Context: an optimization exercise on an open-source flow, tuned for small area, a short achievable clock period and few clock cycles per item. The choices shown serve that exercise and are no tape-out recipe. In this exercise RTL edits were held to simulation tests only and were not proved equivalent to the original. Power is estimated from default activity; no workload was simulated.

## config.mk

```make
export PLATFORM = sky130hd
export DESIGN_NAME = fsync_refmgr
export DESIGN_NICKNAME = fsync_refmgr
export VERILOG_FILES = /design/flow/design.v
export SDC_FILE = /design/flow/constraint.sdc
export NUM_CORES = 4
export LEC_CHECK = 0
export CAP_MARGIN = 20
export CORE_MARGIN = 2
export CORE_UTILIZATION = 60
export PLACE_DENSITY = 0.7
export SETUP_SLACK_MARGIN = 5
export SLEW_MARGIN = 20
```

## constraint.sdc

```tcl
create_clock -name core_clock -period 8.0 [get_ports {clk}]
set_input_delay 1.6000 -clock core_clock [delete_from_list [all_inputs] [get_ports {clk}]]
set_output_delay 1.6000 -clock core_clock [all_outputs]
set_load 0.01 [all_outputs]
```

## design.v

```verilog
module fsync_evq #(
    parameter DEPTH = 32,
    parameter AW    = 5,
    parameter W     = 17
) (
    input  wire          clk,
    input  wire          rst,
    input  wire          clear,
    input  wire          push,
    input  wire [W-1:0]  push_data,
    input  wire          pop,
    output wire [W-1:0]  head_data,
    output wire [W-1:0]  last_data
);
    reg [DEPTH*W-1:0] sr;
    reg               wq_push;    
    reg [W-1:0]       wq_data;    
    reg [AW-1:0]      pidx;       
    reg               pempty;     
    assign head_data = pempty ? wq_data : sr[pidx*W +: W];
    assign last_data = wq_data;
    always @(posedge clk) begin
        wq_data <= push_data;
        if (wq_push)
            sr <= {sr[(DEPTH-1)*W-1:0], wq_data};
    end
    always @(posedge clk) begin
        if (rst || clear) begin
            wq_push <= 1'b0;
            pidx    <= {AW{1'b1}};
            pempty  <= 1'b1;
        end else begin
            wq_push <= push;
            if (wq_push && !pop) begin
                pidx   <= pidx + 1'b1;
                pempty <= 1'b0;
            end else if (!wq_push && pop) begin
                pidx   <= pidx - 1'b1;
                pempty <= (pidx == {AW{1'b0}});
            end
        end
    end
endmodule
module fsync_ring #(
    parameter DEPTH = 16,
    parameter AW    = 4,
    parameter W     = 16
) (
    input  wire          clk,
    input  wire          rst,
    input  wire          clear,
    input  wire          push,
    input  wire [W-1:0]  push_data,
    input  wire          pop,
    output wire [W-1:0]  head_data
);
    reg [DEPTH*W-1:0] sr;
    reg               wr;         
    reg [AW-1:0]      pidx;       
    assign head_data = sr[pidx*W +: W];
    always @(posedge clk) begin
        if (wr)
            sr <= {sr[(DEPTH-1)*W-1:0], push_data};
    end
    always @(posedge clk) begin
        if (rst || clear) begin
            wr   <= 1'b0;
            pidx <= {AW{1'b1}};
        end else begin
            wr <= push;
            if (wr && !pop)
                pidx <= pidx + 1'b1;
            else if (!wr && pop)
                pidx <= pidx - 1'b1;
        end
    end
endmodule
module fsync_refmgr (
    input  wire        clk,
    input  wire        rst,
    input  wire        cmd_valid,
    output wire        cmd_ready,
    input  wire [31:0] cmd,
    output reg         done,
    output reg  [7:0]  status_code,
    output reg  [7:0]  last_opc,
    output reg  [31:0] result0,
    output reg  [31:0] result1,
    output reg         direction,
    output reg  [1:0]  p_refs,
    output reg  [1:0]  ref_count,
    output reg  [15:0] ref0,
    output reg  [15:0] ref1,
    output reg  [1:0]  prep_count,
    output reg  [15:0] prep0,
    output reg  [15:0] prep1,
    output reg  [4:0]  ring_count,
    output reg  [31:0] next_display,
    output reg  [5:0]  evq_count
);
    localparam MAX_REFS = 2;
    localparam RING_CAP = 16;
    localparam EVQ_CAP  = 32;
    localparam OP_NOP        = 8'h00;
    localparam OP_RESET      = 8'h01;
    localparam OP_EV_POP     = 8'h02;
    localparam OP_SET_DIR    = 8'h40;
    localparam OP_SET_PREFS  = 8'h41;
    localparam OP_REF_PREP   = 8'h42;
    localparam OP_REF_UPD    = 8'h43;
    localparam OP_POST_DEC   = 8'h44;
    localparam OP_REV_REMOVE = 8'h45;
    localparam ST_OK          = 8'h00;
    localparam ST_SELF_REF    = 8'h04;
    localparam ST_EMPTY       = 8'h05;
    localparam ST_INSUFF_REFS = 8'h14;
    localparam ST_ILLEGAL     = 8'h20;
    localparam ST_RING_FULL   = 8'h23;
    localparam ST_EVQ_FULL    = 8'h24;
    localparam ST_NOT_IN_LIST = 8'h25;
    localparam ST_STATE       = 8'h26;
    reg         ready;
    reg         cmd_v;
    assign cmd_ready = ready;
    reg  [7:0]  opc;
    reg         fld, refb;
    reg  [1:0]  ptype;
    reg  [15:0] frame;
    reg         op_ill, op_reset, op_pop, op_dir, op_prefs;
    reg         op_prep, op_upd, op_post, op_rem;
    reg         pusher;           
    wire [7:0] i_opc = cmd[31:24];
    wire       i_z23 = (cmd[23:0] == 24'd0);
    wire       i_z21 = (cmd[23:21] == 3'd0);
    wire       i_pt0 = (cmd[18:16] == 3'd0);
    wire       i_dir   = (i_opc == OP_SET_DIR) && (cmd[23:1] == 23'd0);
    wire       i_prefs = (i_opc == OP_SET_PREFS) && (cmd[23:2] == 22'd0) && (cmd[1] ^ cmd[0]);
    wire       i_prep  = (i_opc == OP_REF_PREP) && i_z21 && !cmd[19] && !cmd[18];
    wire       i_upd   = (i_opc == OP_REF_UPD) && i_z21 && i_pt0;
    wire       i_post  = (i_opc == OP_POST_DEC) && i_z21 && !cmd[20] && i_pt0;
    wire       i_rem   = (i_opc == OP_REV_REMOVE) && i_z21 && !cmd[19] && i_pt0;
    wire       i_nop   = (i_opc == OP_NOP) && i_z23;
    wire       i_reset = (i_opc == OP_RESET) && i_z23;
    wire       i_pop   = (i_opc == OP_EV_POP) && i_z23;
    wire       i_ill   = !(i_nop || i_reset || i_pop || i_dir || i_prefs ||
                           i_prep || i_upd || i_post || i_rem);
    wire       i_pusher = (i_opc == OP_REF_UPD) || (i_opc == OP_POST_DEC) ||
                          (i_opc == OP_REV_REMOVE);
    always @(posedge clk) begin
        if (ready) begin
            opc      <= i_opc;
            fld      <= cmd[20];
            refb     <= cmd[19];
            ptype    <= cmd[17:16];
            frame    <= cmd[15:0];
            op_ill   <= i_ill;
            op_reset <= i_reset;
            op_pop   <= i_pop;
            op_dir   <= i_dir;
            op_prefs <= i_prefs;
            op_prep  <= i_prep;
            op_upd   <= i_upd;
            op_post  <= i_post;
            op_rem   <= i_rem;
            pusher   <= i_pusher;
        end
    end
    reg  [4:0]  xfer;             
    reg         rel2p;            
    wire        busy  = rel2p || (xfer != 5'd0);
    wire        stall = cmd_v && pusher && busy;
    wire        exec  = cmd_v && !stall;
    reg         evq_push;
    reg  [16:0] evq_push_data;
    wire        evq_pop;
    wire [16:0] evq_head;
    wire [16:0] evq_last;
    reg         ring_push;
    wire        ring_pop = !rel2p && (xfer != 5'd0);
    wire [15:0] ring_head;
    wire        clear = exec && op_reset;
    fsync_evq #(.DEPTH(EVQ_CAP), .AW(5), .W(17)) u_evq (
        .clk       (clk),
        .rst       (rst),
        .clear     (clear),
        .push      (evq_push),
        .push_data (evq_push_data),
        .pop       (evq_pop),
        .head_data (evq_head),
        .last_data (evq_last)
    );
    fsync_ring #(.DEPTH(RING_CAP), .AW(4), .W(16)) u_ring (
        .clk       (clk),
        .rst       (rst),
        .clear     (clear),
        .push      (ring_push),
        .push_data (evq_last[15:0]),
        .pop       (ring_pop),
        .head_data (ring_head)
    );
    reg [1:0] req;
    always @(*) begin
        case (ptype)
            2'd1:    req = p_refs;
            2'd2:    req = 2'd2;
            default: req = 2'd0;
        endcase
    end
    wire evq_empty = (evq_count == 6'd0);
    wire evq_full  = evq_count[5];                               
    wire evq_room2 = (evq_count <= 6'd30);
    wire [6:0] evq_need = {1'b0, evq_count} + {2'b00, ring_count};
    reg  [6:0] room;
    wire evq_room_drain = !room[6];
    wire ring_full = ring_count[4];
    wire hit0 = (ref_count != 2'd0) && (ref0 == frame);
    wire hit1 = ref_count[1] && (ref1 == frame);
    wire upd_rel   = op_upd && ((refb && fld && ref_count == MAX_REFS) || !refb);
    wire upd_ok    = !upd_rel || !evq_full;
    wire post_ok   = !direction ? !evq_full : (refb ? evq_room_drain : !ring_full);
    wire rem_ok    = (hit0 || hit1) && (fld ? evq_room2 : !evq_full);
    assign evq_pop = exec && op_pop && !evq_empty;
    reg  [31:0] pop_disp;
    wire [31:0] nd_inc  = next_display + 32'd1;
    wire [31:0] nd_ring = next_display + {27'd0, ring_count} + 32'd1;
    always @(*) begin
        evq_push      = 1'b0;
        evq_push_data = {op_post, frame};
        ring_push     = 1'b0;
        if (rel2p) begin
            evq_push      = 1'b1;
            evq_push_data = evq_last;
        end else if (xfer != 5'd0) begin
            evq_push      = 1'b1;
            evq_push_data = {1'b1, ring_head};
        end else if (exec) begin
            if (upd_rel) begin
                evq_push = !evq_full;
                if (refb)
                    evq_push_data = {1'b0, ref0};
            end
            if (op_post) begin
                if (direction && !refb)
                    ring_push = !ring_full;
                else
                    evq_push = post_ok;
            end
            if (op_rem)
                evq_push = rem_ok;
        end
    end
    wire busy_next = (xfer > 5'd1) ||
                     (exec && op_post && direction && refb && ring_count != 5'd0) ||
                     (exec && op_rem && fld);
    wire v_next      = ready ? cmd_valid : stall;
    wire pusher_next = ready ? i_pusher : pusher;
    always @(posedge clk) begin
        if (rst) begin
            ready <= 1'b1;
            cmd_v <= 1'b0;
        end else begin
            ready <= !(v_next && pusher_next && busy_next);
            cmd_v <= v_next;
        end
    end
    always @(posedge clk) begin
        if (rst) begin
            done         <= 1'b0;
            xfer         <= 5'd0;
            rel2p        <= 1'b0;
            status_code  <= ST_OK;
            last_opc     <= 8'h00;
            result0      <= 32'd0;
            result1      <= 32'd0;
            direction    <= 1'b0;
            p_refs       <= 2'd1;
            ref_count    <= 2'd0;
            ref0         <= 16'd0;
            ref1         <= 16'd0;
            prep_count   <= 2'd0;
            prep0        <= 16'd0;
            prep1        <= 16'd0;
            ring_count   <= 5'd0;
            evq_count    <= 6'd0;
            next_display <= 32'd0;
            pop_disp     <= 32'd0;
            room         <= 7'd31;
        end else begin
            done  <= exec;
            rel2p <= 1'b0;
            if (!rel2p && xfer != 5'd0)
                xfer <= xfer - 5'd1;
            if (exec) begin
                last_opc    <= opc;
                status_code <= op_ill ? ST_ILLEGAL : ST_OK;
                if (op_reset) begin
                    xfer         <= 5'd0;
                    result0      <= 32'd0;
                    result1      <= 32'd0;
                    ref_count    <= 2'd0;
                    ref0         <= 16'd0;
                    ref1         <= 16'd0;
                    prep_count   <= 2'd0;
                    prep0        <= 16'd0;
                    prep1        <= 16'd0;
                    ring_count   <= 5'd0;
                    evq_count    <= 6'd0;
                    next_display <= 32'd0;
                    pop_disp     <= 32'd0;
                    room         <= 7'd31;
                end
                if (op_pop) begin
                    if (evq_empty) begin
                        status_code <= ST_EMPTY;
                        result0     <= 32'd0;
                        result1     <= 32'd0;
                    end else begin
                        evq_count <= evq_count - 6'd1;
                        room      <= room + 7'd1;
                        result0   <= {2'b00, evq_head[16], !evq_head[16], 12'd0, evq_head[15:0]};
                        if (evq_head[16]) begin
                            result1  <= pop_disp;
                            pop_disp <= pop_disp + 32'd1;
                        end else begin
                            result1  <= 32'd0;
                        end
                    end
                end
                if (op_dir) begin
                    if (ring_count != 5'd0)
                        status_code <= ST_STATE;
                    else
                        direction <= frame[0];
                end
                if (op_prefs)
                    p_refs <= frame[1:0];
                if (op_prep) begin
                    if (ref_count >= req) begin
                        prep_count <= req;
                        result0    <= {30'd0, req};
                        if (req == 2'd2) begin
                            prep0 <= ref0;
                            prep1 <= ref1;
                        end else if (req == 2'd1) begin
                            prep0 <= ref_count[1] ? ref1 : ref0;
                            prep1 <= 16'd0;
                        end else begin
                            prep0 <= 16'd0;
                            prep1 <= 16'd0;
                        end
                    end else if (fld && req == 2'd1 && ref_count == 2'd0) begin
                        prep_count  <= 2'd1;
                        prep0       <= frame;
                        prep1       <= 16'd0;
                        result0     <= 32'd1;
                        status_code <= ST_SELF_REF;
                    end else begin
                        prep_count  <= 2'd0;
                        prep0       <= 16'd0;
                        prep1       <= 16'd0;
                        result0     <= 32'd0;
                        status_code <= ST_INSUFF_REFS;
                    end
                end
                if (op_upd) begin
                    if (!upd_ok) begin
                        status_code <= ST_EVQ_FULL;
                    end else begin
                        if (upd_rel) begin
                            evq_count <= evq_count + 6'd1;
                            room      <= room - 7'd1;
                        end
                        if (refb && fld) begin
                            if (ref_count == MAX_REFS) begin
                                ref0 <= ref1;
                                ref1 <= frame;
                            end else begin
                                if (ref_count == 2'd0)
                                    ref0 <= frame;
                                else
                                    ref1 <= frame;
                                ref_count <= ref_count + 2'd1;
                            end
                        end
                        if (refb && fld && ref_count != MAX_REFS)
                            result0 <= {30'd0, ref_count + 2'd1};
                        else
                            result0 <= {30'd0, ref_count};
                    end
                end
                if (op_post) begin
                    if (post_ok)
                        room <= room - 7'd1;
                    if (!post_ok) begin
                        status_code <= !direction || refb ? ST_EVQ_FULL : ST_RING_FULL;
                    end else if (!direction) begin
                        evq_count    <= evq_count + 6'd1;
                        next_display <= nd_inc;
                        result0      <= 32'd1;
                        result1      <= nd_inc;
                    end else if (!refb) begin
                        ring_count <= ring_count + 5'd1;
                        result0    <= 32'd0;
                        result1    <= next_display;
                    end else begin
                        evq_count    <= evq_need[5:0] + 6'd1;
                        ring_count   <= 5'd0;
                        xfer         <= ring_count;
                        next_display <= nd_ring;
                        result0      <= {27'd0, ring_count} + 32'd1;
                        result1      <= nd_ring;
                    end
                end
                if (op_rem) begin
                    if (!(hit0 || hit1)) begin
                        status_code <= ST_NOT_IN_LIST;
                    end else if (!rem_ok) begin
                        status_code <= ST_EVQ_FULL;
                    end else begin
                        evq_count <= evq_count + (fld ? 6'd2 : 6'd1);
                        room      <= room - (fld ? 7'd2 : 7'd1);
                        rel2p     <= fld;
                        if (hit0)
                            ref0 <= ref1;
                        ref1      <= 16'd0;
                        ref_count <= ref_count - 2'd1;
                        result0   <= {30'd0, ref_count - 2'd1};
                    end
                end
            end
        end
    end
endmodule
```

## run.sh

```bash
#!/bin/bash
# synth_recipe.tcl (not shown) runs the flow's synth.tcl, then flattens the netlist and writes it again
# the make line also repeats each setting of config.mk as NAME=value (left out here)
make -C /OpenROAD-flow-scripts/flow DESIGN_CONFIG=/design/flow/config.mk WORK_HOME=/design/flow/orfs CLKGATE_MAP_FILE= SYNTH_SCRIPT=/design/flow/synth_recipe.tcl finish
```

==> run summary <==
## power by group
| part | internal (mW) | switching [mW] |
|---|---|---|
| logic | 1.84 | 1.75 |
| clock network | 2.83 | 2.21 |
| registers | 7.67 | 0.825 |
## stage by stage
step / hold WS [ns] / area, µm²
after floorplan: 0.417 / 47900
after detailed placement: 0.429 / 50800
after CTS: 0.428 / 55400
final: 0.428 / 56000
after global routing: 0.432 / 56000
after global placement: 0.424 / 50800
## critical path: stages, from the launching register on
cell     delay, ns
dfxtp_2       0.35
inv_2         0.08
ha_4          0.15
or4b_4        0.50
o21ai_4       0.17
buf_4         0.14
nand2_2       0.12
buf_8         0.29
nor2_4        0.23
buf_4         0.27
nor2_2        0.06
buf_4         0.28
a22oi_1       0.24
nor2_1        0.06
## what timing repair did
action,in CTS,in global routing
setup buffers,51,28
pin swaps,10,11
cloned,12,2
resized for setup,537,80
endpoints found under the setup margin,446,177
## worst max path at each step
stage,end,slack (ns),cells after the start
6_report,prep0[12],4.91,13
5_1_grt,u_evq.pidx[4],4.82,17
4_1_cts,u_evq.pidx[4],4.80,14
3_5_place_dp,ref1[2],3.11,8
3_3_place_gp,ref1[3],3.24,8
2_1_floorplan,u_evq.pidx[4],2.20,9
## cell type report
cell class                      count  area share
Clock inverter                     52     0.00937
Inverter                           55     0.00391
Multi-Input combinational cell   1952       0.292
Timing Repair Buffer              361      0.0640
Tap cell                         1050      0.0235
Timing Repair inverter              2    0.000224
Clock buffer                      152      0.0531
Sequential cell                  1106       0.554
Antenna cell                        1   0.0000447
## cells in the final DEF, fill, tap and decap left out, drive strengths merged, types with 23 or more instances in the layout
master | Yosys | final
dfxtp | 252 | 252
nand3 | 77 | 77
nand2 | 298 | 298
clkbuf | 157 | 158
inv | 55 | 56
xor2 | 50 | 50
clkdlybuf4s15 | 0 | 51
nor3b | 23 | 23
edfxtp | 854 | 854
o211ai | 31 | 31
clkdlybuf4s50 | 0 | 33
nor2 | 166 | 167
clkinv | 0 | 38
mux4 | 243 | 243
a21oi | 187 | 187
ha | 40 | 40
nand4 | 30 | 30
mux2i | 58 | 58
a211oi | 32 | 32
nor3 | 65 | 65
a22oi | 53 | 53
o21ai | 182 | 182
and3 | 25 | 25
nor4 | 32 | 32
and2 | 26 | 26
dlygate4sd2 | 0 | 128
buf | 87 | 136
xnor2 | 31 | 31
## registers in the layout, summed over array words and instances, names as in the netlist, 7 cells and up
| name | cells |
|---|---|
| u_evq.sr | 544 |
| u_ring.sr | 256 |
| next_display | 32 |
| pop_disp | 32 |
| result0 | 32 |
| result1 | 32 |
| u_evq.wq_data | 17 |
| frame | 16 |
| prep0 | 16 |
| prep1 | 16 |
| ref0 | 16 |
| ref1 | 16 |
| last_opc | 8 |
| opc | 8 |
| room | 7 |
## cell families (layout without fill, tap and decap cells)
kind of cell | count (synthesis) | in the layout | synth area share
buf+inv | 299 | 622 | 0.0278
mux | 303 | 303 | 0.128
other cells | 1 | 4 | 0.0000783
xor+xnor | 81 | 81 | 0.0148
flops | 1106 | 1106 | 0.641
simple gates | 816 | 818 | 0.0810
fa+ha+maj | 46 | 46 | 0.0130
compound gates | 701 | 701 | 0.0945
## routing by layer
layer / vias to the layer above / share of wire / GRT usage
li1: 13600 / - / -
met1: 16100 / 0.41 / 0.454
met2: 1903 / 0.46 / 0.467
met3: 331 / 0.10 / 0.0738
met4: 6 / 0.036 / 0.109
met5: - / 0.00026 / 0
==> reports/metrics.cfg <==
[min_path]
hp-start = u_evq.sr[393]
hold_class = reg2reg
min_path_cells = 0
hold_end = u_evq.sr[410]

[synth]
yosysSeqAreaShare = 0.641
ys_top_cells_by_count = 854 x edfxtp_1, 298 x nand2_1, 252 x dfxtp_1
avgSynthCellArea_um2 = 14.3
ys.flop_type = edfxtp_1
yosysTopAreaCell = edfxtp_1
yosysUniqueCellTypes = 90
ys_seq_elements = 1106
synth-async-reset-ratio = 0
syn_inst = 3353
yosys_warnings = 3
synth-edff-count = 854
yosys-top-cells-area = edfxtp_1 54%, mux4_2 11%, dfxtp_1 11%
yosysMostFrequentCell = edfxtp_1
synth_top_area_frac = 0.536
syn_area_mm2 = 0.0479

[finish]
postLayoutCoreUtil = 0.709
register_area_mm2 = 0.0310
drive_above_1_share = 0.211
fillers = 5196
syn2layout_area_growth_pct = 16.9
final_cells = 4731
fin_nets = 3668
multi_input_area_mm2 = 0.0163

[critical_path]
cp_data_arrival_time_ns = 3.63
startpoint_type = register
crit_type = reg2reg
required_ns = 8.54
cp_max_fo = 55
worst_r2r_startpoint = xfer[0]
end_kind = register
reg2reg_depth = 13
r2r_setup_slack_ns = 4.91
r2r_end = prep0[12]
cp-startpoint = xfer[0]

[route]
viasPerCell = 6.75
drc = 0
drt_iter0_markers = 4344
vias = 32000
drt-total-wl_um = 130000
firstDrtPassIters = 12
detail-route-antenna-nets = 0
wl_per_cell_um = 27.5

[grt]
grt_pass1_wl_um = 195000
grt_max_degree = 230
grt_pass1_vias = 31100
grt_use_total = 0.312
antenna_found_initial = 5
grt_overflow = 0

[sta]
tns_ns = 0
worst_pin_slew_ns = 1.20
fin_skew_ns = 0.0455
finalHoldViolCount = 0
max_slew_margin = 0.201
post-route-min-period_ns = 3.09
rsz0062_at_grt = true
setup_viol_count_final = 0
period_share = 0.386
fmax_ghz = 0.324
final-max-slew-violation-count = 0
fin_ws_ns = 4.91

[clock_tree]
cts.sinks = 1106
clock_latency_ns = 0.70
cts-root-buf = clkbuf_16
cts_buffers = 109
path_clk_slew_ns = 0.06
cts_tree = done
cts_hold_buf = 0
h-tree-depth = 3
cts_buffer_depth = 3

[floorplan]
start_util = 0.606
fp.dieW_um = 286
coreArea_mm2 = 0.0790
die-height_um = 286
dieArea_mm2 = 0.0821
rows = 103
ios = 231

[placement]
place_inst = 4432
dpl.hpwl_um = 77900
dp_slack_ns = 3.11
portBuffers = 227
place_congestion = 0.954

[power_and_ir_drop]
ir_drop_mv = 0.278
power_per_cell_area_mw_per_mm2 = 306
finalPower_mw = 17.1
power.leakage_nw = 19.8

[run]
maxCapViolCount = 0

[run_status]
status = finished clean

Testbench counts, summed over its fixed seeds: cycles 18,671, commands 18,562.

[static timing again, ports no longer ideal]
The results above use ideal ports. As a check the final layout listed here was re-extracted and re-timed, cells and wires unchanged.
Step 1 assumes that a clkbuf_16 drives the clock port and a buf_2 every other input.
Step 2, shift: input delay + t, output delay - t, t = (earliest + latest rising clock arrival at the registers) / 2. This alone moves slack from input paths to output paths.
a / b / c = no drivers / after step 1 / after step 2; a / b = the first two.
t, ns: 0.744
setup WS [ns]: 4.913 / 4.913 / 4.339
worst register clock-pin slew, ns: 0.07 / 0.07
cell pins on the clock port's net: 1
After both steps this run still meets setup and hold. For this run, drivers alone change the setup slack by 0.000 ns; drivers and shift together by -0.574 ns.
